Context: an optimization exercise on an open-source flow, tuned for small area and a short achievable clock period. The choices shown serve that exercise and are no tape-out recipe.
The RTL was checked by simulation tests, not by an equivalence proof against the original design.
Power and IR drop assume default switching activity.

## nickel
==> flow/design.v (excerpt) <==
module fx2_core (
    input  wire        clk,
    input  wire        rst,
    input  wire        d_req,
    input  wire        d_we,
    input  wire [15:0] d_adr,
    input  wire [7:0]  d_dat_w,
    output wire [7:0]  d_dat_r,
    output wire        d_ack,
    output wire        d_err,
    input  wire        i_req,
    input  wire [15:0] i_adr,
    output wire [31:0] i_dat_r,
    output wire        i_ack,
    output wire        i_err
);
    localparam integer ROWS = 64;
    wire [15:0] bus_adr = d_req ? d_adr : i_adr;
    wire        acc_d   = d_req;
    wire        acc_i   = !d_req && i_req;
    wire        wr      = acc_d && d_we;
    wire        sel_main = (bus_adr[15:8] == 8'h00);
    wire        sel_bank = (bus_adr[15:8] == 8'hE6);
    wire        is_e600  = sel_bank && (bus_adr[7:0] == 8'h00);
    wire        is_tog   = sel_bank && (bus_adr[7:0] == 8'h83);
    wire        wr_bank   = wr && (d_adr[15:8] == 8'hE6);
    wire        wr_main   = wr && (d_adr[15:8] == 8'h00);
    wire        wr_e600   = wr_bank && (d_adr[7:0] == 8'h00);
    wire        wr_togctl = wr_bank && (d_adr[7:0] == 8'h83);
    wire [5:0]  word_adr  = bus_adr[7:2];
    wire [1:0]  byte_lane = bus_adr[1:0];
    wire [ROWS-1:0] row_dec;
    genvar r, j;
    generate
        for (r = 0; r < ROWS; r = r + 1) begin : g_dec
            assign row_dec[r] = (word_adr == r);
        end
    endgenerate
    wire [ROWS-1:0] wrow;
    generate
        for (r = 0; r < ROWS; r = r + 1) begin : g_wdec
            assign wrow[r] = rst | (d_adr[7:2] == r);
        end
  ...
Settings: LEC_CHECK=0, CAP_MARGIN=20, CORE_MARGIN=2, CORE_UTILIZATION=50, CTS_BUF_LIST=sky130_fd_sc_hd__clkbuf_8 sky130_fd_sc_hd__clkbuf_16, CTS_CLUSTER_DIAMETER=60, CTS_CLUSTER_SIZE=24, PLACE_DENSITY=0.62, SLEW_MARGIN=20, TNS_END_PERCENT=1; clock period 10.0 ns.
standard.sh (not shown) runs the stock make flow with config.mk's settings and CLKGATE_MAP_FILE= SYNTH_SCRIPT=/design/flow/synth_recipe.tcl, a recipe that flattens the netlist after the stock synthesis.
==> flow/flow/run.sh <==
#!/bin/bash
set -euo pipefail
cd "$(dirname "$0")/.."
bash standard.sh SETUP_SLACK_MARGIN=6.5 finish > flow_standard.log 2>&1
[inputs] garnet vs nickel
==> flow/run.sh (new file) <==
#!/bin/bash
# synth_recipe.tcl (not shown) runs the flow's synth.tcl, then flattens the netlist and writes it again
# the make line also repeats each setting of config.mk as NAME=value (left out here)
make -C /OpenROAD-flow-scripts/flow DESIGN_CONFIG=/design/flow/config.mk WORK_HOME=/design/flow/orfs CLKGATE_MAP_FILE= SYNTH_SCRIPT=/design/flow/synth_recipe.tcl finish
diff --git a/flow/config.mk b/flow/config.mk
--- a/flow/config.mk
+++ b/flow/config.mk
@@ -14,3 +14,3 @@
 export PLACE_DENSITY = 0.62
+export SETUP_SLACK_MARGIN = 5
 export SLEW_MARGIN = 20
-export TNS_END_PERCENT = 1
removed: flow/flow/run.sh
removed: flow/standard.sh
Utilization: garnet < nickel
garnet has time the worst path needs with I/O delays and setup above what nickel had.
Comparing nickel and garnet, the higher clock power share is on garnet.
Between nickel and garnet, post-detailed-routing wire length decreased.
met3 wire length is lower on garnet
Re number of port buffers: no difference whatsoever between garnet and nickel.
Taking nickel as the reference, in garnet number of buffer and inverter instances along the worst setup path now smaller, synthesis-to-finish area growth now smaller, final worst setup slack now smaller.
garnet reached the final stage; the timing, DRC and antenna checks on its layout passed.

---

Another version of the RTL of fx2_core (not shown whole).
Size in the first run: ~5200 cells after synthesis, about 2100 flip-flops, roughly 89 I/O pins.
clock: 10.0 ns
lec_check: 0
cap_margin: 10
core_margin: 2
core_utilization: 45
cts_buf_list: sky130_fd_sc_hd__clkbuf_8
cts_cluster_diameter: 50
cts_cluster_size: 16
place_density: 0.56
slew_margin: 10
tns_end_percent: 1
==> flow/flow/run.sh <==
#!/bin/bash
set -euo pipefail
cd "$(dirname "$0")/.."
bash standard.sh SETUP_SLACK_MARGIN=6.5 finish > flow_standard.log 2>&1
The baseline completed, yet does not pass: capacitance limit.
Then changed:
Settings changed: CAP_MARGIN 10 to 20, SLEW_MARGIN 10 to 20.
What happened:
- The changed run passed the timing, DRC and antenna checks
- final area came out higher by 0.34%
- count of clock-buffer cells in the layout came out lower by 3
- area after synthesis is unchanged
- setup slack is worse by 0.042 ns
- utilization came out higher by 0.18 points
- worst hold slack hardly moves
- die area is unchanged
- cell count barely changes

what the ideal ports hide:
Ports are ideal in the flow. The routed layouts listed here were re-timed in OpenROAD. Step 1 sets driving cells, clkbuf_16 on the clock port and buf_2 on the other inputs (assumed; they add their load-dependent delay and slew). Step 2 moves the port delays by t, midway between the first and last clock arrival at a register: inputs arrive t later, outputs are due t later. That takes back most of the time a late clock gives input paths. Slacks: ideal ports / drivers / drivers and shift; pairs: ideal ports / drivers.
| run | t, ns | setup WS [ns] | worst slew at a driven data input, ns | pins driven straight from the clock port |
|---|---|---|---|---|
| nickel | 0.900 | 5.314 / 5.174 / 4.274 | 0.32 | 1 |
| garnet | 0.902 | 4.918 / 4.888 / 3.986 | 0.19 | 1 |
| the first run of note 2 | 1.075 | 5.641 / 5.592 / 4.517 | 0.15 | 1 |
| the second run of note 2 | 1.062 | 5.599 / 5.522 / 4.461 | 0.16 | 1 |
For the second run of note 2, which loses most, drivers alone change the setup slack by -0.077 ns; drivers and shift together by -1.138 ns.
